This is an optimization exercise on Yosys and OpenROAD, whose aim is small area and few clock cycles per item, not a production implementation.
No functional check of the RTL was part of this run.

`design.v`:
```
module ax5031_qunit (
    input  wire        clk,
    input  wire        rst,
    input  wire        in_valid,
    output wire        in_ready,
    input  wire [31:0] in_v,
    output reg         out_valid,
    input  wire        out_ready,
    output wire [32:0] out_q
);
    wire [31:0] nv = ~v_r;
    reg  [31:0] v_r;
    wire [32:0] q;
    assign in_ready = !out_valid || out_ready;
    assign out_q    = q;
    always @(posedge clk) begin
        if (rst)
            out_valid <= 1'b0;
        else if (in_ready)
            out_valid <= in_valid;
        if (in_ready)
            v_r <= in_v;
    end
    wire w1, w2;
    qha p3h1 (.a(v_r[1]), .b(v_r[0]), .s(w1), .co(w2));
    wire w3, w4;
    qfa p3f1 (.a(v_r[2]), .b(v_r[1]), .c(w2), .s(w3), .co(w4));
    wire w5, w6;
    qfa p3f2 (.a(v_r[3]), .b(v_r[2]), .c(w4), .s(w5), .co(w6));
    wire w7, w8;
    qha p3h2 (.a(v_r[4]), .b(v_r[3]), .s(w7), .co(w8));
    wire w9, w10;
    qfa p3f3 (.a(v_r[5]), .b(v_r[4]), .c(w8), .s(w9), .co(w10));
    wire w11, w12;
    qfa p3f4 (.a(v_r[6]), .b(v_r[5]), .c(w10), .s(w11), .co(w12));
    wire w13, w14;
    qfa p3f5 (.a(v_r[7]), .b(v_r[6]), .c(w12), .s(w13), .co(w14));
    wire w15, w16;
    qha p3h3 (.a(v_r[8]), .b(v_r[7]), .s(w15), .co(w16));
    wire w17, w18;
    qfa p3f6 (.a(v_r[9]), .b(v_r[8]), .c(w16), .s(w17), .co(w18));
    wire w19, w20;
    qfa p3f7 (.a(v_r[10]), .b(v_r[9]), .c(w18), .s(w19), .co(w20));
    wire w21, w22;
    qfa p3f8 (.a(v_r[11]), .b(v_r[10]), .c(w20), .s(w21), .co(w22));
    wire w23, w24;
    qha p3h4 (.a(v_r[12]), .b(v_r[11]), .s(w23), .co(w24));
    wire w25, w26;
    qfa p3f9 (.a(v_r[13]), .b(v_r[12]), .c(w24), .s(w25), .co(w26));
    wire w27, w28;
    qfa p3f10 (.a(v_r[14]), .b(v_r[13]), .c(w26), .s(w27), .co(w28));
    wire w29, w30;
    qfa p3f11 (.a(v_r[15]), .b(v_r[14]), .c(w28), .s(w29), .co(w30));
    wire w31, w32;
    qha p3h5 (.a(v_r[16]), .b(v_r[15]), .s(w31), .co(w32));
    wire w33, w34;
    qfa p3f12 (.a(v_r[17]), .b(v_r[16]), .c(w32), .s(w33), .co(w34));
    wire w35, w36;
    qfa p3f13 (.a(v_r[18]), .b(v_r[17]), .c(w34), .s(w35), .co(w36));
    wire w37, w38;
    qfa p3f14 (.a(v_r[19]), .b(v_r[18]), .c(w36), .s(w37), .co(w38));
    wire w39, w40;
    qha p3h6 (.a(v_r[20]), .b(v_r[19]), .s(w39), .co(w40));
    wire w41, w42;
    qfa p3f15 (.a(v_r[21]), .b(v_r[20]), .c(w40), .s(w41), .co(w42));
    wire w43, w44;
    qfa p3f16 (.a(v_r[22]), .b(v_r[21]), .c(w42), .s(w43), .co(w44));
    wire w45, w46;
    qfa p3f17 (.a(v_r[23]), .b(v_r[22]), .c(w44), .s(w45), .co(w46));
    wire w47, w48;
    qha p3h7 (.a(v_r[24]), .b(v_r[23]), .s(w47), .co(w48));
    wire w49, w50;
    qfa p3f18 (.a(v_r[25]), .b(v_r[24]), .c(w48), .s(w49), .co(w50));
    wire w51, w52;
    qfa p3f19 (.a(v_r[26]), .b(v_r[25]), .c(w50), .s(w51), .co(w52));
    wire w53, w54;
    qfa p3f20 (.a(v_r[27]), .b(v_r[26]), .c(w52), .s(w53), .co(w54));
    wire w55, w56;
    qha p3h8 (.a(v_r[28]), .b(v_r[27]), .s(w55), .co(w56));
    wire w57, w58;
    qfa p3f21 (.a(v_r[29]), .b(v_r[28]), .c(w56), .s(w57), .co(w58));
    wire w59, w60;
    qfa p3f22 (.a(v_r[30]), .b(v_r[29]), .c(w58), .s(w59), .co(w60));
    wire w61, w62;
    qfa p3f23 (.a(v_r[31]), .b(v_r[30]), .c(w60), .s(w61), .co(w62));
    wire w63, w64;
    qha p3h9 (.a(v_r[31]), .b(w62), .s(w63), .co(w64));
    wire w65 = ~v_r[0];
    wire w66 = ~w1;
    wire w67 = ~w3;
    wire w68 = ~w5;
    wire w69 = ~w7;
    wire w70 = ~w9;
    wire w71 = ~w11;
    wire w72 = ~w13;
    wire w73 = ~w15;
    wire w74 = ~w17;
    wire w75 = ~w19;
    wire w76 = ~w21;
    wire w77 = ~w23;
    wire w78 = ~w25;
    wire w79 = ~w27;
    wire w80 = ~w29;
    wire w81 = ~w31;
    wire w82 = ~w33;
    wire w83 = ~w35;
    wire w84 = ~w37;
    wire w85 = ~w39;
    wire w86 = ~w41;
    wire w87 = ~w43;
    wire w88 = ~w45;
    wire w89 = ~w47;
    wire w90 = ~w49;
    wire w91 = ~w51;
    wire w92 = ~w53;
    wire w93 = ~w55;
    wire w94 = ~w57;
    wire w95 = ~w59;
    wire w96 = ~w61;
    wire w97 = ~w63;
    wire w98 = ~w64;
    wire w99 = ~w6;
    wire w100 = ~w14;
    wire w101 = ~w22;
    wire w102 = ~w30;
    wire w103 = ~w38;
    wire w104 = ~w46;
    wire w105 = ~w54;
    wire w106, w107;
    qfa f24 (.a(v_r[0]), .b(v_r[16]), .c(v_r[18]), .s(w106), .co(w107));
    wire w108, w109;
    qfa f25 (.a(v_r[23]), .b(v_r[26]), .c(v_r[28]), .s(w108), .co(w109));
    wire w110, w111;
    qfa f26 (.a(w106), .b(w108), .c(w78), .s(w110), .co(w111));
    wire w112, w113;
    qxnor cx1 (.a(v_r[1]), .b(v_r[17]), .y(w112));
    qor co1 (.a(v_r[1]), .b(v_r[17]), .y(w113));
    wire w114, w115;
    qfa f27 (.a(v_r[19]), .b(v_r[24]), .c(v_r[27]), .s(w114), .co(w115));
    wire w116, w117;
    qfa f28 (.a(v_r[29]), .b(w107), .c(w109), .s(w116), .co(w117));
    wire w118, w119;
    qfa f29 (.a(w114), .b(w112), .c(w116), .s(w118), .co(w119));
    wire w120, w121;
    qfa f30 (.a(w111), .b(w79), .c(w118), .s(w120), .co(w121));
    wire w122, w123;
    qfa f31 (.a(v_r[2]), .b(v_r[18]), .c(v_r[20]), .s(w122), .co(w123));
    wire w124, w125;
    qfa f32 (.a(v_r[25]), .b(v_r[28]), .c(v_r[30]), .s(w124), .co(w125));
    wire w126, w127;
    qfa f33 (.a(w15), .b(w115), .c(w122), .s(w126), .co(w127));
    wire w128, w129;
    qfa f34 (.a(w124), .b(w113), .c(w117), .s(w128), .co(w129));
    wire w130, w131;
    qfa f35 (.a(w126), .b(w128), .c(w119), .s(w130), .co(w131));
    wire w132, w133;
    qfa f36 (.a(w14), .b(w80), .c(w121), .s(w132), .co(w133));
    wire w134, w135;
    qxnor cx2 (.a(v_r[3]), .b(v_r[19]), .y(w134));
    qor co2 (.a(v_r[3]), .b(v_r[19]), .y(w135));
    wire w136, w137;
    qfa f37 (.a(v_r[21]), .b(v_r[26]), .c(v_r[29]), .s(w136), .co(w137));
    wire w138, w139;
    qfa f38 (.a(v_r[31]), .b(w123), .c(w125), .s(w138), .co(w139));
    wire w140, w141;
    qfa f39 (.a(w81), .b(w136), .c(w134), .s(w140), .co(w141));
    wire w142, w143;
    qfa f40 (.a(w17), .b(w127), .c(w138), .s(w142), .co(w143));
    wire w144, w145;
    qfa f41 (.a(w140), .b(w129), .c(w142), .s(w144), .co(w145));
    wire w146, w147;
    qfa f42 (.a(w102), .b(w131), .c(w144), .s(w146), .co(w147));
    wire w148, w149;
    qxnor cx3 (.a(v_r[4]), .b(v_r[20]), .y(w148));
    qor co3 (.a(v_r[4]), .b(v_r[20]), .y(w149));
    wire w150, w151;
    qfa f43 (.a(v_r[22]), .b(v_r[27]), .c(v_r[30]), .s(w150), .co(w151));
    wire w152, w153;
    qfa f44 (.a(w137), .b(w150), .c(w135), .s(w152), .co(w153));
    wire w154, w155;
    qfa f45 (.a(w148), .b(w139), .c(w82), .s(w154), .co(w155));
    wire w156, w157;
    qfa f46 (.a(w152), .b(w141), .c(w19), .s(w156), .co(w157));
    wire w158, w159;
    qfa f47 (.a(w143), .b(w154), .c(w156), .s(w158), .co(w159));
    wire w160, w161;
    qfa f48 (.a(w145), .b(w158), .c(w147), .s(w160), .co(w161));
    wire w162, w163;
    qxnor cx4 (.a(v_r[0]), .b(v_r[5]), .y(w162));
    qor co4 (.a(v_r[0]), .b(v_r[5]), .y(w163));
    wire w164, w165;
    qfa f49 (.a(v_r[21]), .b(v_r[23]), .c(v_r[28]), .s(w164), .co(w165));
    wire w166, w167;
    qfa f50 (.a(v_r[31]), .b(w151), .c(w164), .s(w166), .co(w167));
    wire w168, w169;
    qfa f51 (.a(w149), .b(w162), .c(w153), .s(w168), .co(w169));
    wire w170, w171;
    qfa f52 (.a(w166), .b(w155), .c(w83), .s(w170), .co(w171));
    wire w172, w173;
    qfa f53 (.a(w168), .b(w21), .c(w157), .s(w172), .co(w173));
    wire w174, w175;
    qfa f54 (.a(w170), .b(w159), .c(w172), .s(w174), .co(w175));
    wire w176, w177;
    qxnor cx5 (.a(v_r[1]), .b(v_r[6]), .y(w176));
    qor co5 (.a(v_r[1]), .b(v_r[6]), .y(w177));
    wire w178, w179;
    qfa f55 (.a(v_r[22]), .b(v_r[24]), .c(v_r[29]), .s(w178), .co(w179));
    wire w180, w181;
    qfa f56 (.a(w23), .b(w165), .c(w178), .s(w180), .co(w181));
    wire w182, w183;
    qfa f57 (.a(w163), .b(w176), .c(w167), .s(w182), .co(w183));
    wire w184, w185;
    qfa f58 (.a(w180), .b(w169), .c(w182), .s(w184), .co(w185));
    wire w186, w187;
    qfa f59 (.a(w22), .b(w84), .c(w171), .s(w186), .co(w187));
    wire w188, w189;
    qfa f60 (.a(w184), .b(w173), .c(w186), .s(w188), .co(w189));
    wire w190, w191;
    qfa f61 (.a(v_r[2]), .b(v_r[7]), .c(v_r[23]), .s(w190), .co(w191));
    wire w192, w193;
    qfa f62 (.a(v_r[25]), .b(v_r[30]), .c(w179), .s(w192), .co(w193));
    wire w194, w195;
    qfa f63 (.a(w85), .b(w190), .c(w177), .s(w194), .co(w195));
    wire w196, w197;
    qfa f64 (.a(w25), .b(w181), .c(w192), .s(w196), .co(w197));
    wire w198, w199;
    qfa f65 (.a(w194), .b(w183), .c(w196), .s(w198), .co(w199));
    wire w200, w201;
    qfa f66 (.a(w103), .b(w185), .c(w198), .s(w200), .co(w201));
    wire w202, w203;
    qfa f67 (.a(w187), .b(w200), .c(w189), .s(w202), .co(w203));
    wire w204, w205;
    qfa f68 (.a(nv[0]), .b(v_r[3]), .c(v_r[8]), .s(w204), .co(w205));
    wire w206, w207;
    qfa f69 (.a(v_r[24]), .b(v_r[26]), .c(v_r[31]), .s(w206), .co(w207));
    wire w208, w209;
    qfa f70 (.a(w191), .b(w204), .c(w206), .s(w208), .co(w209));
    wire w210, w211;
    qfa f71 (.a(w193), .b(w86), .c(w195), .s(w210), .co(w211));
    wire w212, w213;
    qfa f72 (.a(w208), .b(w27), .c(w197), .s(w212), .co(w213));
    wire w214, w215;
    qfa f73 (.a(w210), .b(w199), .c(w212), .s(w214), .co(w215));
    wire w216, w217;
    qfa f74 (.a(w201), .b(w214), .c(w203), .s(w216), .co(w217));
    wire w218, w219;
    qfa f75 (.a(nv[1]), .b(v_r[4]), .c(v_r[9]), .s(w218), .co(w219));
    wire w220, w221;
    qfa f76 (.a(v_r[25]), .b(v_r[27]), .c(w205), .s(w220), .co(w221));
    wire w222, w223;
    qfa f77 (.a(w207), .b(w218), .c(w209), .s(w222), .co(w223));
    wire w224, w225;
    qfa f78 (.a(w220), .b(w87), .c(w211), .s(w224), .co(w225));
    wire w226, w227;
    qfa f79 (.a(w222), .b(w29), .c(w213), .s(w226), .co(w227));
    wire w228, w229;
    qfa f80 (.a(w224), .b(w215), .c(w226), .s(w228), .co(w229));
    wire w230, w231;
    qfa f81 (.a(nv[2]), .b(v_r[5]), .c(v_r[10]), .s(w230), .co(w231));
    wire w232, w233;
    qfa f82 (.a(v_r[26]), .b(v_r[28]), .c(w31), .s(w232), .co(w233));
    wire w234, w235;
    qfa f83 (.a(w219), .b(w230), .c(w221), .s(w234), .co(w235));
    wire w236, w237;
    qfa f84 (.a(w232), .b(w234), .c(w223), .s(w236), .co(w237));
    wire w238, w239;
    qfa f85 (.a(w30), .b(w88), .c(w225), .s(w238), .co(w239));
    wire w240, w241;
    qfa f86 (.a(w236), .b(w227), .c(w238), .s(w240), .co(w241));
    wire w242, w243;
    qfa f87 (.a(nv[3]), .b(v_r[6]), .c(v_r[11]), .s(w242), .co(w243));
    wire w244, w245;
    qfa f88 (.a(v_r[27]), .b(v_r[29]), .c(w65), .s(w244), .co(w245));
    wire w246, w247;
    qfa f89 (.a(w231), .b(w89), .c(w242), .s(w246), .co(w247));
    wire w248, w249;
    qfa f90 (.a(w244), .b(w33), .c(w233), .s(w248), .co(w249));
    wire w250, w251;
    qfa f91 (.a(w246), .b(w235), .c(w248), .s(w250), .co(w251));
    wire w252, w253;
    qfa f92 (.a(w104), .b(w237), .c(w250), .s(w252), .co(w253));
    wire w254, w255;
    qfa f93 (.a(w239), .b(w252), .c(w241), .s(w254), .co(w255));
    wire w256, w257;
    qfa f94 (.a(nv[4]), .b(v_r[7]), .c(v_r[12]), .s(w256), .co(w257));
    wire w258, w259;
    qfa f95 (.a(v_r[28]), .b(v_r[30]), .c(w243), .s(w258), .co(w259));
    wire w260, w261;
    qfa f96 (.a(w66), .b(w256), .c(w245), .s(w260), .co(w261));
    wire w262, w263;
    qfa f97 (.a(w90), .b(w247), .c(w258), .s(w262), .co(w263));
    wire w264, w265;
    qfa f98 (.a(w260), .b(w249), .c(w35), .s(w264), .co(w265));
    wire w266, w267;
    qfa f99 (.a(w262), .b(w251), .c(w264), .s(w266), .co(w267));
    wire w268, w269;
    qfa f100 (.a(w253), .b(w266), .c(w255), .s(w268), .co(w269));
    wire w270, w271;
    qfa f101 (.a(nv[5]), .b(v_r[8]), .c(v_r[13]), .s(w270), .co(w271));
    wire w272, w273;
    qfa f102 (.a(v_r[29]), .b(v_r[31]), .c(w257), .s(w272), .co(w273));
    wire w274, w275;
    qfa f103 (.a(w270), .b(w259), .c(w67), .s(w274), .co(w275));
    wire w276, w277;
    qfa f104 (.a(w272), .b(w261), .c(w91), .s(w276), .co(w277));
    wire w278, w279;
    qfa f105 (.a(w263), .b(w274), .c(w37), .s(w278), .co(w279));
    wire w280, w281;
    qfa f106 (.a(w265), .b(w276), .c(w267), .s(w280), .co(w281));
    wire w282, w283;
    qfa f107 (.a(w278), .b(w280), .c(w269), .s(w282), .co(w283));
    wire w284, w285;
    qfa f108 (.a(nv[6]), .b(v_r[9]), .c(v_r[14]), .s(w284), .co(w285));
    wire w286, w287;
    qfa f109 (.a(v_r[30]), .b(w39), .c(w271), .s(w286), .co(w287));
    wire w288, w289;
    qfa f110 (.a(w284), .b(w273), .c(w286), .s(w288), .co(w289));
    wire w290, w291;
    qfa f111 (.a(w275), .b(w68), .c(w288), .s(w290), .co(w291));
    wire w292, w293;
    qfa f112 (.a(w38), .b(w92), .c(w277), .s(w292), .co(w293));
    wire w294, w295;
    qfa f113 (.a(w290), .b(w279), .c(w292), .s(w294), .co(w295));
    wire w296, w297;
    qfa f114 (.a(w281), .b(w294), .c(w283), .s(w296), .co(w297));
    wire w298, w299;
    qfa f115 (.a(nv[7]), .b(v_r[10]), .c(v_r[15]), .s(w298), .co(w299));
    wire w300, w301;
    qfa f116 (.a(v_r[31]), .b(w285), .c(w69), .s(w300), .co(w301));
    wire w302, w303;
    qfa f117 (.a(w93), .b(w298), .c(w41), .s(w302), .co(w303));
    wire w304, w305;
    qfa f118 (.a(w287), .b(w300), .c(w99), .s(w304), .co(w305));
    wire w306, w307;
    qfa f119 (.a(w302), .b(w289), .c(w105), .s(w306), .co(w307));
    wire w308, w309;
    qfa f120 (.a(w304), .b(w291), .c(w306), .s(w308), .co(w309));
    wire w310, w311;
    qfa f121 (.a(w293), .b(w308), .c(w295), .s(w310), .co(w311));
    wire w312, w313;
    qfa f122 (.a(nv[8]), .b(v_r[11]), .c(v_r[16]), .s(w312), .co(w313));
    wire w314, w315;
    qfa f123 (.a(w299), .b(w312), .c(w70), .s(w314), .co(w315));
    wire w316, w317;
    qfa f124 (.a(w94), .b(w301), .c(w303), .s(w316), .co(w317));
    wire w318, w319;
    qfa f125 (.a(w43), .b(w314), .c(w305), .s(w318), .co(w319));
    wire w320, w321;
    qfa f126 (.a(w316), .b(w307), .c(w318), .s(w320), .co(w321));
    wire w322, w323;
    qfa f127 (.a(w309), .b(w320), .c(w311), .s(w322), .co(w323));
    wire w324, w325;
    qxnor cx6 (.a(nv[0]), .b(nv[9]), .y(w324));
    qor co6 (.a(nv[0]), .b(nv[9]), .y(w325));
    wire w326, w327;
    qfa f128 (.a(v_r[12]), .b(v_r[17]), .c(w313), .s(w326), .co(w327));
    wire w328, w329;
    qfa f129 (.a(w324), .b(w326), .c(w315), .s(w328), .co(w329));
    wire w330, w331;
    qfa f130 (.a(w71), .b(w95), .c(w317), .s(w330), .co(w331));
    wire w332, w333;
    qfa f131 (.a(w45), .b(w328), .c(w319), .s(w332), .co(w333));
    wire w334, w335;
    qfa f132 (.a(w330), .b(w321), .c(w332), .s(w334), .co(w335));
    wire w336, w337;
    qxnor cx7 (.a(nv[1]), .b(nv[10]), .y(w336));
    qor co7 (.a(nv[1]), .b(nv[10]), .y(w337));
    wire w338, w339;
    qfa f133 (.a(v_r[13]), .b(v_r[18]), .c(w47), .s(w338), .co(w339));
    wire w340, w341;
    qfa f134 (.a(w325), .b(w336), .c(w327), .s(w340), .co(w341));
    wire w342, w343;
    qfa f135 (.a(w338), .b(w340), .c(w46), .s(w342), .co(w343));
    wire w344, w345;
    qfa f136 (.a(w329), .b(w72), .c(w96), .s(w344), .co(w345));
    wire w346, w347;
    qfa f137 (.a(w342), .b(w331), .c(w344), .s(w346), .co(w347));
    wire w348, w349;
    qfa f138 (.a(w333), .b(w346), .c(w335), .s(w348), .co(w349));
    wire w350, w351;
    qfa f139 (.a(nv[2]), .b(nv[11]), .c(v_r[14]), .s(w350), .co(w351));
    wire w352, w353;
    qfa f140 (.a(v_r[19]), .b(w73), .c(w350), .s(w352), .co(w353));
    wire w354, w355;
    qfa f141 (.a(w337), .b(w49), .c(w339), .s(w354), .co(w355));
    wire w356, w357;
    qfa f142 (.a(w352), .b(w341), .c(w354), .s(w356), .co(w357));
    wire w358, w359;
    qfa f143 (.a(w100), .b(w356), .c(w343), .s(w358), .co(w359));
    wire w360, w361;
    qfa f144 (.a(w97), .b(w345), .c(w358), .s(w360), .co(w361));
    wire w362, w363;
    qfa f145 (.a(w347), .b(w360), .c(w349), .s(w362), .co(w363));
    wire w364, w365;
    qxnor cx8 (.a(nv[3]), .b(nv[12]), .y(w364));
    qor co8 (.a(nv[3]), .b(nv[12]), .y(w365));
    wire w366, w367;
    qfa f146 (.a(v_r[15]), .b(v_r[20]), .c(w351), .s(w366), .co(w367));
    wire w368, w369;
    qfa f147 (.a(w364), .b(w74), .c(w353), .s(w368), .co(w369));
    wire w370, w371;
    qfa f148 (.a(w366), .b(w355), .c(w51), .s(w370), .co(w371));
    wire w372, w373;
    qfa f149 (.a(w368), .b(w357), .c(w370), .s(w372), .co(w373));
    wire w374, w375;
    qfa f150 (.a(w98), .b(w372), .c(w359), .s(w374), .co(w375));
    wire w376, w377;
    qfa f151 (.a(w361), .b(w374), .c(w363), .s(w376), .co(w377));
    wire w378, w379;
    qfa f152 (.a(nv[4]), .b(nv[13]), .c(v_r[16]), .s(w378), .co(w379));
    wire w380, w381;
    qfa f153 (.a(v_r[21]), .b(w378), .c(w365), .s(w380), .co(w381));
    wire w382, w383;
    qfa f154 (.a(w367), .b(w380), .c(w75), .s(w382), .co(w383));
    wire w384, w385;
    qfa f155 (.a(w369), .b(w53), .c(w371), .s(w384), .co(w385));
    wire w386, w387;
    qfa f156 (.a(w382), .b(w373), .c(w384), .s(w386), .co(w387));
    wire w388, w389;
    qfa f157 (.a(w386), .b(w375), .c(w377), .s(w388), .co(w389));
    wire w390, w391;
    qxnor cx9 (.a(nv[5]), .b(nv[14]), .y(w390));
    qor co9 (.a(nv[5]), .b(nv[14]), .y(w391));
    wire w392, w393;
    qfa f158 (.a(v_r[17]), .b(v_r[22]), .c(w55), .s(w392), .co(w393));
    wire w394, w395;
    qfa f159 (.a(w379), .b(w390), .c(w392), .s(w394), .co(w395));
    wire w396, w397;
    qfa f160 (.a(w381), .b(w394), .c(w54), .s(w396), .co(w397));
    wire w398, w399;
    qfa f161 (.a(w76), .b(w383), .c(w396), .s(w398), .co(w399));
    wire w400, w401;
    qfa f162 (.a(w385), .b(w398), .c(w387), .s(w400), .co(w401));
    wire w402, w403;
    qfa f163 (.a(nv[6]), .b(nv[15]), .c(v_r[18]), .s(w402), .co(w403));
    wire w404, w405;
    qfa f164 (.a(v_r[23]), .b(w77), .c(w402), .s(w404), .co(w405));
    wire w406, w407;
    qfa f165 (.a(w391), .b(w57), .c(w393), .s(w406), .co(w407));
    wire w408, w409;
    qfa f166 (.a(w404), .b(w395), .c(w406), .s(w408), .co(w409));
    wire w410, w411;
    qfa f167 (.a(w101), .b(w408), .c(w397), .s(w410), .co(w411));
    wire w412, w413;
    qfa f168 (.a(w399), .b(w410), .c(w401), .s(w412), .co(w413));
    wire w414, w415;
    qxnor cx10 (.a(nv[7]), .b(nv[16]), .y(w414));
    qor co10 (.a(nv[7]), .b(nv[16]), .y(w415));
    wire w416, w417;
    qfa f169 (.a(v_r[19]), .b(v_r[24]), .c(w403), .s(w416), .co(w417));
    wire w418, w419;
    qfa f170 (.a(w414), .b(w78), .c(w405), .s(w418), .co(w419));
    wire w420, w421;
    qfa f171 (.a(w416), .b(w407), .c(w59), .s(w420), .co(w421));
    wire w422, w423;
    qfa f172 (.a(w418), .b(w409), .c(w420), .s(w422), .co(w423));
    wire w424, w425;
    qfa f173 (.a(w422), .b(w411), .c(w413), .s(w424), .co(w425));
    wire w426, w427;
    qxnor cx11 (.a(nv[8]), .b(nv[17]), .y(w426));
    qor co11 (.a(nv[8]), .b(nv[17]), .y(w427));
    wire w428, w429;
    qfa f174 (.a(v_r[20]), .b(v_r[25]), .c(w415), .s(w428), .co(w429));
    wire w430, w431;
    qfa f175 (.a(w426), .b(w417), .c(w428), .s(w430), .co(w431));
    wire w432, w433;
    qfa f176 (.a(w79), .b(w419), .c(w430), .s(w432), .co(w433));
    wire w434, w435;
    qfa f177 (.a(w61), .b(w421), .c(w432), .s(w434), .co(w435));
    wire w436, w437;
    qfa f178 (.a(w423), .b(w434), .c(w425), .s(w436), .co(w437));
    wire w438, w439;
    qxnor cx12 (.a(nv[9]), .b(nv[18]), .y(w438));
    qor co12 (.a(nv[9]), .b(nv[18]), .y(w439));
    wire w440, w441;
    qfa f179 (.a(v_r[21]), .b(v_r[26]), .c(w427), .s(w440), .co(w441));
    wire w442, w443;
    qfa f180 (.a(w438), .b(w429), .c(w440), .s(w442), .co(w443));
    wire w444, w445;
    qfa f181 (.a(w431), .b(w442), .c(w80), .s(w444), .co(w445));
    wire w446, w447;
    qfa f182 (.a(w433), .b(w63), .c(w444), .s(w446), .co(w447));
    wire w448, w449;
    qfa f183 (.a(w435), .b(w446), .c(w437), .s(w448), .co(w449));
    wire w450, w451;
    qfa f184 (.a(nv[10]), .b(nv[19]), .c(v_r[22]), .s(w450), .co(w451));
    wire w452, w453;
    qfa f185 (.a(v_r[27]), .b(w81), .c(w450), .s(w452), .co(w453));
    wire w454, w455;
    qfa f186 (.a(w439), .b(w441), .c(w452), .s(w454), .co(w455));
    wire w456, w457;
    qfa f187 (.a(w443), .b(w454), .c(w102), .s(w456), .co(w457));
    wire w458, w459;
    qfa f188 (.a(w64), .b(w456), .c(w445), .s(w458), .co(w459));
    wire w460, w461;
    qfa f189 (.a(w447), .b(w458), .c(w449), .s(w460), .co(w461));
    wire w462, w463;
    qxnor cx13 (.a(nv[11]), .b(nv[20]), .y(w462));
    qor co13 (.a(nv[11]), .b(nv[20]), .y(w463));
    wire w464, w465;
    qfa f190 (.a(v_r[23]), .b(v_r[28]), .c(w451), .s(w464), .co(w465));
    wire w466, w467;
    qfa f191 (.a(w462), .b(w82), .c(w453), .s(w466), .co(w467));
    wire w468, w469;
    qfa f192 (.a(w464), .b(w455), .c(w466), .s(w468), .co(w469));
    wire w470, w471;
    qfa f193 (.a(w468), .b(w457), .c(w459), .s(w470), .co(w471));
    wire w472, w473;
    qxnor cx14 (.a(nv[12]), .b(nv[21]), .y(w472));
    qor co14 (.a(nv[12]), .b(nv[21]), .y(w473));
    wire w474, w475;
    qfa f194 (.a(v_r[24]), .b(v_r[29]), .c(w463), .s(w474), .co(w475));
    wire w476, w477;
    qfa f195 (.a(w472), .b(w465), .c(w474), .s(w476), .co(w477));
    wire w478, w479;
    qfa f196 (.a(w83), .b(w467), .c(w476), .s(w478), .co(w479));
    wire w480, w481;
    qfa f197 (.a(w469), .b(w478), .c(w471), .s(w480), .co(w481));
    wire w482, w483;
    qxnor cx15 (.a(nv[13]), .b(nv[22]), .y(w482));
    qor co15 (.a(nv[13]), .b(nv[22]), .y(w483));
    wire w484, w485;
    qfa f198 (.a(v_r[25]), .b(v_r[30]), .c(w473), .s(w484), .co(w485));
    wire w486, w487;
    qfa f199 (.a(w482), .b(w475), .c(w484), .s(w486), .co(w487));
    wire w488, w489;
    qfa f200 (.a(w477), .b(w486), .c(w84), .s(w488), .co(w489));
    wire w490, w491;
    qfa f201 (.a(w479), .b(w488), .c(w481), .s(w490), .co(w491));
    wire w492, w493;
    qfa f202 (.a(nv[14]), .b(nv[23]), .c(v_r[26]), .s(w492), .co(w493));
    wire w494, w495;
    qfa f203 (.a(v_r[31]), .b(w85), .c(w492), .s(w494), .co(w495));
    wire w496, w497;
    qfa f204 (.a(w483), .b(w485), .c(w494), .s(w496), .co(w497));
    wire w498, w499;
    qfa f205 (.a(w487), .b(w496), .c(w103), .s(w498), .co(w499));
    wire w500, w501;
    qfa f206 (.a(w498), .b(w489), .c(w491), .s(w500), .co(w501));
    wire w502, w503;
    qxnor cx16 (.a(nv[15]), .b(nv[24]), .y(w502));
    qor co16 (.a(nv[15]), .b(nv[24]), .y(w503));
    wire w504, w505;
    qfa f207 (.a(v_r[27]), .b(w493), .c(w502), .s(w504), .co(w505));
    wire w506, w507;
    qfa f208 (.a(w86), .b(w495), .c(w504), .s(w506), .co(w507));
    wire w508, w509;
    qfa f209 (.a(w497), .b(w506), .c(w499), .s(w508), .co(w509));
    wire w510, w511;
    qxnor cx17 (.a(nv[16]), .b(nv[25]), .y(w510));
    qor co17 (.a(nv[16]), .b(nv[25]), .y(w511));
    wire w512, w513;
    qfa f210 (.a(v_r[28]), .b(w503), .c(w510), .s(w512), .co(w513));
    wire w514, w515;
    qfa f211 (.a(w505), .b(w512), .c(w87), .s(w514), .co(w515));
    wire w516, w517;
    qfa f212 (.a(w507), .b(w514), .c(w509), .s(w516), .co(w517));
    wire w518, w519;
    qxnor cx18 (.a(nv[17]), .b(nv[26]), .y(w518));
    qor co18 (.a(nv[17]), .b(nv[26]), .y(w519));
    wire w520, w521;
    qfa f213 (.a(v_r[29]), .b(w511), .c(w518), .s(w520), .co(w521));
    wire w522, w523;
    qfa f214 (.a(w513), .b(w520), .c(w88), .s(w522), .co(w523));
    wire w524, w525;
    qfa f215 (.a(w515), .b(w522), .c(w517), .s(w524), .co(w525));
    wire w526, w527;
    qfa f216 (.a(nv[18]), .b(nv[27]), .c(v_r[30]), .s(w526), .co(w527));
    wire w528, w529;
    qfa f217 (.a(w89), .b(w526), .c(w519), .s(w528), .co(w529));
    wire w530, w531;
    qfa f218 (.a(w528), .b(w521), .c(w104), .s(w530), .co(w531));
    wire w532, w533;
    qfa f219 (.a(w530), .b(w523), .c(w525), .s(w532), .co(w533));
    wire w534, w535;
    qxnor cx19 (.a(nv[19]), .b(nv[28]), .y(w534));
    qor co19 (.a(nv[19]), .b(nv[28]), .y(w535));
    wire w536, w537;
    qfa f220 (.a(v_r[31]), .b(w527), .c(w534), .s(w536), .co(w537));
    wire w538, w539;
    qfa f221 (.a(w90), .b(w529), .c(w536), .s(w538), .co(w539));
    wire w540, w541;
    qfa f222 (.a(w538), .b(w531), .c(w533), .s(w540), .co(w541));
    wire w542, w543;
    qxnor cx20 (.a(nv[20]), .b(nv[29]), .y(w542));
    qor co20 (.a(nv[20]), .b(nv[29]), .y(w543));
    wire w544, w545;
    qfa f223 (.a(w535), .b(w542), .c(w537), .s(w544), .co(w545));
    wire w546, w547;
    qfa f224 (.a(w91), .b(w539), .c(w544), .s(w546), .co(w547));
    wire w548, w549;
    qxnor cx21 (.a(nv[21]), .b(nv[30]), .y(w548));
    qor co21 (.a(nv[21]), .b(nv[30]), .y(w549));
    wire w550, w551;
    qfa f225 (.a(w543), .b(w548), .c(w545), .s(w550), .co(w551));
    wire w552, w553;
    qfa f226 (.a(w92), .b(w550), .c(w547), .s(w552), .co(w553));
    wire w554, w555;
    qfa f227 (.a(nv[22]), .b(nv[31]), .c(w93), .s(w554), .co(w555));
    wire w556, w557;
    qfa f228 (.a(w549), .b(w554), .c(w105), .s(w556), .co(w557));
    wire w558, w559;
    qfa f229 (.a(w551), .b(w556), .c(w553), .s(w558), .co(w559));
    wire w560, w561;
    qfa f230 (.a(nv[23]), .b(w94), .c(w555), .s(w560), .co(w561));
    wire w562, w563;
    qfa f231 (.a(w560), .b(w557), .c(w559), .s(w562), .co(w563));
    wire w564, w565;
    qxnor cx22 (.a(nv[24]), .b(w561), .y(w564));
    qor co22 (.a(nv[24]), .b(w561), .y(w565));
    wire w566, w567;
    qfa f232 (.a(w95), .b(w564), .c(w563), .s(w566), .co(w567));
    wire w568, w569;
    qxnor cx23 (.a(nv[25]), .b(w96), .y(w568));
    qor co23 (.a(nv[25]), .b(w96), .y(w569));
    wire w570, w571;
    qfa f233 (.a(w565), .b(w568), .c(w567), .s(w570), .co(w571));
    wire w572, w573;
    qxnor cx24 (.a(nv[26]), .b(w97), .y(w572));
    qor co24 (.a(nv[26]), .b(w97), .y(w573));
    wire w574, w575;
    qfa f234 (.a(w569), .b(w572), .c(w571), .s(w574), .co(w575));
    wire w576, w577;
    qxnor cx25 (.a(nv[27]), .b(w98), .y(w576));
    qor co25 (.a(nv[27]), .b(w98), .y(w577));
    wire w578, w579;
    qfa f235 (.a(w576), .b(w573), .c(w575), .s(w578), .co(w579));
    wire w580, w581;
    qfa f236 (.a(nv[28]), .b(w577), .c(w579), .s(w580), .co(w581));
    wire w582, w583;
    qxnor cx26 (.a(nv[29]), .b(w581), .y(w582));
    qor co26 (.a(nv[29]), .b(w581), .y(w583));
    wire w584, w585;
    qxnor cx27 (.a(nv[30]), .b(w583), .y(w584));
    qor co27 (.a(nv[30]), .b(w583), .y(w585));
    wire w586, w587;
    qxnor cx28 (.a(nv[31]), .b(w585), .y(w586));
    qor co28 (.a(nv[31]), .b(w585), .y(w587));
    wire [49:0] ra = {w587, w586, w584, w582, w580, w578, w574, w570, w566, w562, w558, w552, w546, w540, w532, w524, w516, w508, w500, w490, w480, w470, w460, w448, w436, w424, w412, w400, w388, w376, w362, w348, w334, w322, w310, w296, w282, w268, w254, w229, w228, w216, w202, w175, w174, w160, w133, w130, w13, w11};
    wire [49:0] rb = {1'b0, 1'b0, 1'b0, 1'b0, 1'b0, 1'b0, 1'b0, 1'b0, 1'b0, 1'b0, 1'b0, 1'b0, w541, 1'b0, 1'b0, 1'b0, 1'b0, w501, 1'b0, 1'b0, 1'b0, w461, 1'b0, 1'b0, 1'b0, 1'b0, 1'b0, w389, 1'b0, 1'b0, 1'b0, 1'b0, w323, 1'b0, w297, 1'b0, 1'b0, 1'b0, 1'b0, w240, w217, 1'b0, 1'b0, w188, w161, 1'b0, w146, w132, w120, w110};
    wire [49:0] sum;
    wire l1c0 = ra[0] & rb[0];
    wire l1c1;
    qmaj lm1_1 (.a(ra[1]), .b(rb[1]), .c(l1c0), .y(l1c1));
    wire l1c2;
    qmaj lm1_2 (.a(ra[2]), .b(rb[2]), .c(l1c1), .y(l1c2));
    wire l1c3;
    qmaj lm1_3 (.a(ra[3]), .b(rb[3]), .c(l1c2), .y(l1c3));
    wire l1c4 = ra[4] & l1c3;
    wire l1c5;
    qmaj lm1_5 (.a(ra[5]), .b(rb[5]), .c(l1c4), .y(l1c5));
    wire l2z6 = ra[6] & rb[6];
    wire l2o6 = ra[6] | rb[6];
    wire l2z7 = ra[7] & l2z6;
    wire l2o7 = ra[7] & l2o6;
    wire l2z8 = ra[8] & l2z7;
    wire l2o8 = ra[8] & l2o7;
    wire l2z9, l2o9;
    qmaj lz2_9 (.a(ra[9]), .b(rb[9]), .c(l2z8), .y(l2z9));
    qmaj lo2_9 (.a(ra[9]), .b(rb[9]), .c(l2o8), .y(l2o9));
    wire l2z10, l2o10;
    qmaj lz2_10 (.a(ra[10]), .b(rb[10]), .c(l2z9), .y(l2z10));
    qmaj lo2_10 (.a(ra[10]), .b(rb[10]), .c(l2o9), .y(l2o10));
    wire l2z11 = ra[11] & l2z10;
    wire l2o11 = ra[11] & l2o10;
    wire lc2 = l2z11 | (l1c5 & l2o11);
    wire l3z12 = ra[12] & rb[12];
    wire l3o12 = ra[12] | rb[12];
    wire l3z13 = ra[13] & l3z12;
    wire l3o13 = ra[13] & l3o12;
    wire l3z14 = ra[14] & l3z13;
    wire l3o14 = ra[14] & l3o13;
    wire l3z15, l3o15;
    qmaj lz3_15 (.a(ra[15]), .b(rb[15]), .c(l3z14), .y(l3z15));
    qmaj lo3_15 (.a(ra[15]), .b(rb[15]), .c(l3o14), .y(l3o15));
    wire l3z16 = ra[16] & l3z15;
    wire l3o16 = ra[16] & l3o15;
    wire lc3 = l3z16 | (lc2 & l3o16);
    wire b4s17, b4c17;
    qha bh4_17 (.a(ra[17]), .b(rb[17]), .s(b4s17), .co(b4c17));
    assign sum[17] = b4s17 ^ lc3;
    wire bc4 = b4c17 | (lc3 & b4s17);
    wire b5s18 = ra[18];
    wire b5s19 = ra[19];
    wire b5s20 = ra[20];
    wire b5s21 = ra[21];
    wire b5s22, b5c22;
    qha bh5_22 (.a(ra[22]), .b(rb[22]), .s(b5s22), .co(b5c22));
    assign sum[18] = b5s18 ^ bc4;
    assign sum[19] = b5s19 ^ (bc4 & b5s18);
    wire b5p19 = b5s18 & b5s19;
    assign sum[20] = b5s20 ^ (bc4 & b5p19);
    wire b5p20 = b5p19 & b5s20;
    assign sum[21] = b5s21 ^ (bc4 & b5p20);
    wire b5p21 = b5p20 & b5s21;
    assign sum[22] = b5s22 ^ (bc4 & b5p21);
    wire b5p22 = b5p21 & b5s22;
    wire bc5 = b5c22 | (bc4 & b5p22);
    wire b6s23 = ra[23];
    wire b6s24 = ra[24];
    wire b6s25 = ra[25];
    wire b6s26 = ra[26];
    wire b6s27 = ra[27];
    wire b6s28, b6c28;
    qha bh6_28 (.a(ra[28]), .b(rb[28]), .s(b6s28), .co(b6c28));
    assign sum[23] = b6s23 ^ bc5;
    assign sum[24] = b6s24 ^ (bc5 & b6s23);
    wire b6p24 = b6s23 & b6s24;
    assign sum[25] = b6s25 ^ (bc5 & b6p24);
    wire b6p25 = b6p24 & b6s25;
    assign sum[26] = b6s26 ^ (bc5 & b6p25);
    wire b6p26 = b6p25 & b6s26;
    assign sum[27] = b6s27 ^ (bc5 & b6p26);
    wire b6p27 = b6p26 & b6s27;
    assign sum[28] = b6s28 ^ (bc5 & b6p27);
    wire b6p28 = b6p27 & b6s28;
    wire bc6 = b6c28 | (bc5 & b6p28);
    wire b7s29 = ra[29];
    wire b7s30 = ra[30];
    wire b7s31 = ra[31];
    wire b7s32, b7c32;
    qha bh7_32 (.a(ra[32]), .b(rb[32]), .s(b7s32), .co(b7c32));
    assign sum[29] = b7s29 ^ bc6;
    assign sum[30] = b7s30 ^ (bc6 & b7s29);
    wire b7p30 = b7s29 & b7s30;
    assign sum[31] = b7s31 ^ (bc6 & b7p30);
    wire b7p31 = b7p30 & b7s31;
    assign sum[32] = b7s32 ^ (bc6 & b7p31);
    wire b7p32 = b7p31 & b7s32;
    wire bc7 = b7c32 | (bc6 & b7p32);
    wire b8s33 = ra[33];
    wire b8s34 = ra[34];
    wire b8s35 = ra[35];
    wire b8s36 = ra[36];
    wire b8s37, b8c37;
    qha bh8_37 (.a(ra[37]), .b(rb[37]), .s(b8s37), .co(b8c37));
    assign sum[33] = b8s33 ^ bc7;
    assign sum[34] = b8s34 ^ (bc7 & b8s33);
    wire b8p34 = b8s33 & b8s34;
    assign sum[35] = b8s35 ^ (bc7 & b8p34);
    wire b8p35 = b8p34 & b8s35;
    assign sum[36] = b8s36 ^ (bc7 & b8p35);
    wire b8p36 = b8p35 & b8s36;
    assign sum[37] = b8s37 ^ (bc7 & b8p36);
    wire b8p37 = b8p36 & b8s37;
    wire bc8 = b8c37 | (bc7 & b8p37);
    wire b9s38 = ra[38];
    wire b9s39 = ra[39];
    wire b9s40 = ra[40];
    wire b9s41 = ra[41];
    wire b9s42 = ra[42];
    wire b9s43 = ra[43];
    wire b9s44 = ra[44];
    wire b9s45 = ra[45];
    wire b9s46 = ra[46];
    wire b9s47 = ra[47];
    wire b9s48 = ra[48];
    wire b9s49 = ra[49];
    assign sum[38] = b9s38 ^ bc8;
    assign sum[39] = b9s39 ^ (bc8 & b9s38);
    wire b9p39 = b9s38 & b9s39;
    assign sum[40] = b9s40 ^ (bc8 & b9p39);
    wire b9p40 = b9p39 & b9s40;
    assign sum[41] = b9s41 ^ (bc8 & b9p40);
    wire b9p41 = b9p40 & b9s41;
    assign sum[42] = b9s42 ^ (bc8 & b9p41);
    wire b9p42 = b9p41 & b9s42;
    assign sum[43] = b9s43 ^ (bc8 & b9p42);
    wire b9p43 = b9p42 & b9s43;
    assign sum[44] = b9s44 ^ (bc8 & b9p43);
    wire b9p44 = b9p43 & b9s44;
    assign sum[45] = b9s45 ^ (bc8 & b9p44);
    wire b9p45 = b9p44 & b9s45;
    assign sum[46] = b9s46 ^ (bc8 & b9p45);
    wire b9p46 = b9p45 & b9s46;
    assign sum[47] = b9s47 ^ (bc8 & b9p46);
    wire b9p47 = b9p46 & b9s47;
    assign sum[48] = b9s48 ^ (bc8 & b9p47);
    wire b9p48 = b9p47 & b9s48;
    assign sum[49] = b9s49 ^ (bc8 & b9p48);
    wire b9p49 = b9p48 & b9s49;
    wire bc9 = bc8 & b9p49;
    assign q = ~sum[49:17];
endmodule
module qfa (input wire a, input wire b, input wire c, output wire s, output wire co);
    assign s  = a ^ b ^ c;
    assign co = (a & b) | (a & c) | (b & c);
endmodule
module qha (input wire a, input wire b, output wire s, output wire co);
    assign s  = a ^ b;
    assign co = a & b;
endmodule
module qmaj (input wire a, input wire b, input wire c, output wire y);
    assign y = (a & b) | (a & c) | (b & c);
endmodule
module qxnor (input wire a, input wire b, output wire y);
    assign y = ~(a ^ b);
endmodule
module qor (input wire a, input wire b, output wire y);
    assign y = a | b;
endmodule
```
`flow/run.sh`:
```
#!/bin/bash
# The standard layout (the standard.sh), with the ports buffered by the
# smallest buffer cell instead of ORFS's default choice.
set -euo pipefail
export BUFFER_PORTS_ARGS="-buffer_cell sky130_fd_sc_hd__buf_1"
bash standard.sh > standard_flow.log 2>&1
```
`standard.sh`:
```
#!/bin/bash
# synth_recipe.tcl (not shown) runs the flow's synth.tcl, then flattens the netlist and writes it again
# the make line also repeats each setting of config.mk as NAME=value (left out here)
make -C /OpenROAD-flow-scripts/flow DESIGN_CONFIG=/design/flow/config.mk WORK_HOME=/design/flow/orfs CLKGATE_MAP_FILE= SYNTH_SCRIPT=/design/flow/synth_recipe.tcl "${@:-finish}"
```
`config.mk`:
```
export PLATFORM = sky130hd
export DESIGN_NAME = ax5031_qunit
export DESIGN_NICKNAME = ax5031_qunit
export VERILOG_FILES = /design/flow/design.v
export SDC_FILE = /design/flow/constraint.sdc
export NUM_CORES = 4
export LEC_CHECK = 0
export CAP_MARGIN = 20
export CORE_MARGIN = 2
export CORE_UTILIZATION = 40
export CTS_BUF_LIST = sky130_fd_sc_hd__clkbuf_8
export GPL_TIMING_DRIVEN = 0
export PLACE_DENSITY = 0.6
export SLEW_MARGIN = 20
export SYNTH_HIERARCHICAL = 1
export SYNTH_MINIMUM_KEEP_SIZE = 0
```
`constraint.sdc`:
```
create_clock -name core_clock -period 10.0 [get_ports {clk}]
set_input_delay 2.0000 -clock core_clock [delete_from_list [all_inputs] [get_ports {clk}]]
set_output_delay 2.0000 -clock core_clock [all_outputs]
set_load 0.01 [all_outputs]
```
==> Implementation_results.wiki <==
{| class="wikitable"
! Metric !! Value
|-
| Run status || no timing/DRC/antenna violations
|-
| Total nets after synthesis || slightly above 800
|-
| DRC marker count from the first detailed-route iteration || 297
|-
| Post-route DRC || 0
|-
| CTS max path bufs || 2
|-
| Worst Reg-to-Reg Cells || 1
|-
| Biggest area contributors in the synthesized netlist || fa_1 (63%), edfxtp_1 (13%), xnor2_1 (5.5%), inv_1 (4.1%), ha_1 (3.4%)
|-
| Hold Path End || out_valid
|-
| Die span in y || 140.4 um
|-
| Endpoint required time on the critical path || 8.00 ns
|-
| Synth async-reset ratio || 0%
|-
| Tmin final || 9.666 ns
|-
| Fin. max-slew vios || 0
|-
| CTS resizes || 0
|-
| Number of cells traversed by the worst hold path || 2
|-
| I/O pin count || 71
|-
| TritonCTS buffer count || 5
|-
| Data arrival, critical path || 7.67 ns
|-
| Site row count || 49
|-
| Antenna viol nets, final || 0
|-
| Post-synth top area cell || fa_1
|-
| Via count normalized by instance count || 5.148
|-
| Post-CTS setup buffers || 1
|-
| Area growth from synthesis to layout || 13.49%
|-
| Starting utilization of the core area || between 40% and 50%
|-
| Mean instance size in the synthesized netlist || between 10 and 15 um^2
|-
| Max-slew headroom at the worst pin || 45.71%
|-
| Number of enable-type register cells in the synthesized netlist || 32
|-
| N_diodes || 0
|-
| Number of sinks handled by clock tree synthesis || 33
|-
| Critical Path Start Type || flop
|-
| Final clock period utilization by the worst path || 96.66%
|-
| Maximum number of pins on one net before global-route repair || 35
|-
| Total of fill cells in the finished design || between 1500 and 2000
|-
| Post-route setup TNS || 0 ns
|-
| Clock insertion delay at the later pin of the skew report || 0.27 ns
|-
| Netlist Area Pre-Place || 7441 um^2
|-
| Maximum clock skew at final layout || 0.005074 ns
|-
| Count of buffers from port buffering || 70
|-
| Hold wc startpoint || out_valid
|-
| Capturing point of the worst reg2reg path || v_r[28]
|-
| HPWL after detailed placement || between 15 and 20 mm
|-
| Count of vias placed by the detailed router || 4566
|-
| Most used flip-flop cell after synthesis || edfxtp_1
|-
| Clock tree from TritonCTS || done
|-
| Synth unique cells || 36
|-
| Timing-limited maximum frequency || roughly 100 MHz
|-
| Placed Area || 7993 um^2
|-
| Routed length per instance || between 20 and 25 um
|-
| First-pass GRT wire length || 29.66 mm
|-
| Warnings from Yosys || 7
|-
| Reg-to-reg startpoint || out_valid
|-
| Die width || 140.4 um
|-
| Multi-input gate area || 6158 um^2
|-
| Synthesized flop and latch total || 33
|-
| Gate count after technology mapping || 531
|-
| Worst-margin pin slew || 0.8144 ns
|-
| Std-Cell Core Area || 18090 um^2
|-
| Clock-pin slew of the registers on the worst-case setup and hold paths || 0.06 ns
|-
| Storage cell area || between 900 and 1000 um^2
|-
| End-of-flow core utilization || approximately 47%
|-
| Global-route usage over all layers || around 20%
|-
| Class of the tightest hold or removal check || reg2reg
|-
| Area of the die || 19710 um^2
|-
| Fin nets || 950
|-
| Crit end category || primary output
|-
| Most used standard cell by instance count after synthesis || fa_1
|-
| Final GP Congestion || slightly below 1
|-
| Aggregate global routing overflow || 0
|-
| Worst setup path category || reg2out
|-
| # setup viols final || 0
|-
| R2R Setup Slk || approximately 8.8 ns
|-
| Crit path max fanout || 7
|-
| Antenna violations before repair || 0
|-
| Count of final hold-check violations || 0
|-
| Post-synthesis sequential area ratio || a little over an eighth
|-
| Via count of the first global-routing pass || 5210
|-
| RSZ-0062 raised after global routing || false
|-
| Share of post-route cells with drive strength above 1 || ~11%
|-
| Synth top cells by count || fa_1 (236), inv_1 (81), xnor2_1 (47), edfxtp_1 (32), or2_1 (28)
|-
| Final Cell Area || 8444 um^2
|-
| Max-capacitance violation count || 0
|-
| CTS root buffer || clkbuf_8
|-
| Hold Buf Count CTS || 0
|-
| H-tree level count || 2
|-
| DR pass1 iterations || 4
|-
| Share of Yosys cell area claimed by the top area cell type || 63.49%
|-
| Routed WL || slightly below 20 mm
|}
-- cell type report --
| type | count | area share (%) |
|---|---|---|
| clock buffer | 5 | 0.8149 |
| clock inverter | 2 | 0.08890 |
| inverter | 81 | 3.601 |
| multi-input combinational | 417 | 72.93 |
| sequential | 33 | 11.62 |
| tap | 229 | 3.393 |
| timing repair buffer | 120 | 7.557 |
-- modules after synthesis, one instance, submodules excluded --
module | copies in the design | flip-flops and latches | area, um^2 | cells inside
qor | 28 | 0 | 6.256 | 1
qmaj | 10 | 0 | 11.26 | 1
qfa | 236 | 0 | 20.02 | 1
ax5031_qunit | 1 | 33 | 2008 | 215
qha | 14 | 0 | 12.51 | 1
qxnor | 28 | 0 | 8.758 | 1
-- sequential cells by signal, indices dropped and copies added (netlist names) --
register   count
out_valid      1
v_r           32
-- worst max path at each step --
stage | depth (start not counted) | slack (ns) | from | endpoint
final | 25 | 0.33 | v_r[19] | out_q[17]
after global routing | 23 | 0.02 | v_r[25] | out_q[17]
after CTS | 24 | 0.01 | v_r[28] | out_q[17]
after detailed placement | 24 | 0.23 | v_r[29] | out_q[17]
after global placement | 24 | 0.31 | v_r[29] | out_q[17]
after floorplan | 23 | 1.07 | v_r[29] | out_q[17]
-- per-layer routing --
layer / GRT usage, % / share of wire [%]
met3: 4.513 / 8.6
met2: 33.85 / 47
met4: 5.263 / 2.2
met1: 27.71 / 42
met5: 0 / 0
-- stage by stage --
stage          setup WS (ns)  hold slack [ns]  instances
2_1_floorplan          1.065            1.356        531
3_3_place_gp          0.3097            1.407        830
3_5_place_dp          0.2265            1.083        830
4_1_cts             0.009946            1.089        838
5_1_grt              0.01990            1.189        887
6_report              0.3335            1.064        887
-- cells in the final DEF (no fill, tap or decap), types with 2 or more instances in the layout --
master / count
clkbuf_8: 5
xnor2_1: 47
buf_1: 70
edfxtp_1: 32
and2_1: 2
nand2_1: 14
a21oi_1: 9
a32oi_1: 2
or2_1: 28
nand3_1: 7
o211a_1: 2
and3_1: 3
nor2_1: 4
fa_1: 236
ha_1: 20
nand4_1: 7
xor2_1: 8
buf_4: 50
maj3_2: 10
inv_1: 82
-- cell families (layout without fill, tap and decap cells) --
| logic type | count (synthesis) | after routing | synth area share [%] |
|---|---|---|---|
| buf+inv | 81 | 208 | 4.086 |
| simple gates | 73 | 73 | 5.734 |
| compound gates | 22 | 22 | 2.102 |
| xor+xnor | 55 | 55 | 6.474 |
| fa+ha+maj | 266 | 266 | 68.37 |
| flops | 33 | 33 | 13.18 |
| other cells | 1 | 1 | 0.05040 |
-- worst max-delay path: stages (launching register included) --
cell	delay [ns]
edfxtp_1	0.53
ha_1	0.27
fa_1	0.55
inv_1	0.16
fa_1	0.46
fa_1	0.40
fa_1	0.46
fa_1	0.43
fa_1	0.42
fa_1	0.40
fa_1	0.39
fa_1	0.43
and3_1	0.19
maj3_2	0.30
nand2_1	0.06
nor2_1	0.04
o21a_1	0.18
ha_1	0.18
o211a_1	0.27
a41o_2	0.38
a21o_1	0.24
inv_1	0.07
o21bai_1	0.07
ha_1	0.19
xnor2_1	0.12
buf_1	0.18

afterwards: timing with drivers on the ports:
No port has a modelled driver above. Below, the same layout with a new extraction and two added sets of constraints.
Step 1, drivers: a clkbuf_16 drives clk and a buf_2 each remaining input, both assumed.
Step 2 times the ports against the registers' clock, not the clock port: input delays grow and output delays shrink by t, the midpoint of the rising clock arrivals with the driver on.
Slacks: ideal / step 1 / step 2; pairs: ideal / step 1.
shift t [ns]: 0.290
setup WS [ns]: 0.334 / 0.312 / 0.603
worst slew at a driven data input, ns: 0.04
After both steps this run still meets setup and hold. For this run, drivers alone change the setup slack by -0.022 ns; drivers and shift together by +0.269 ns.
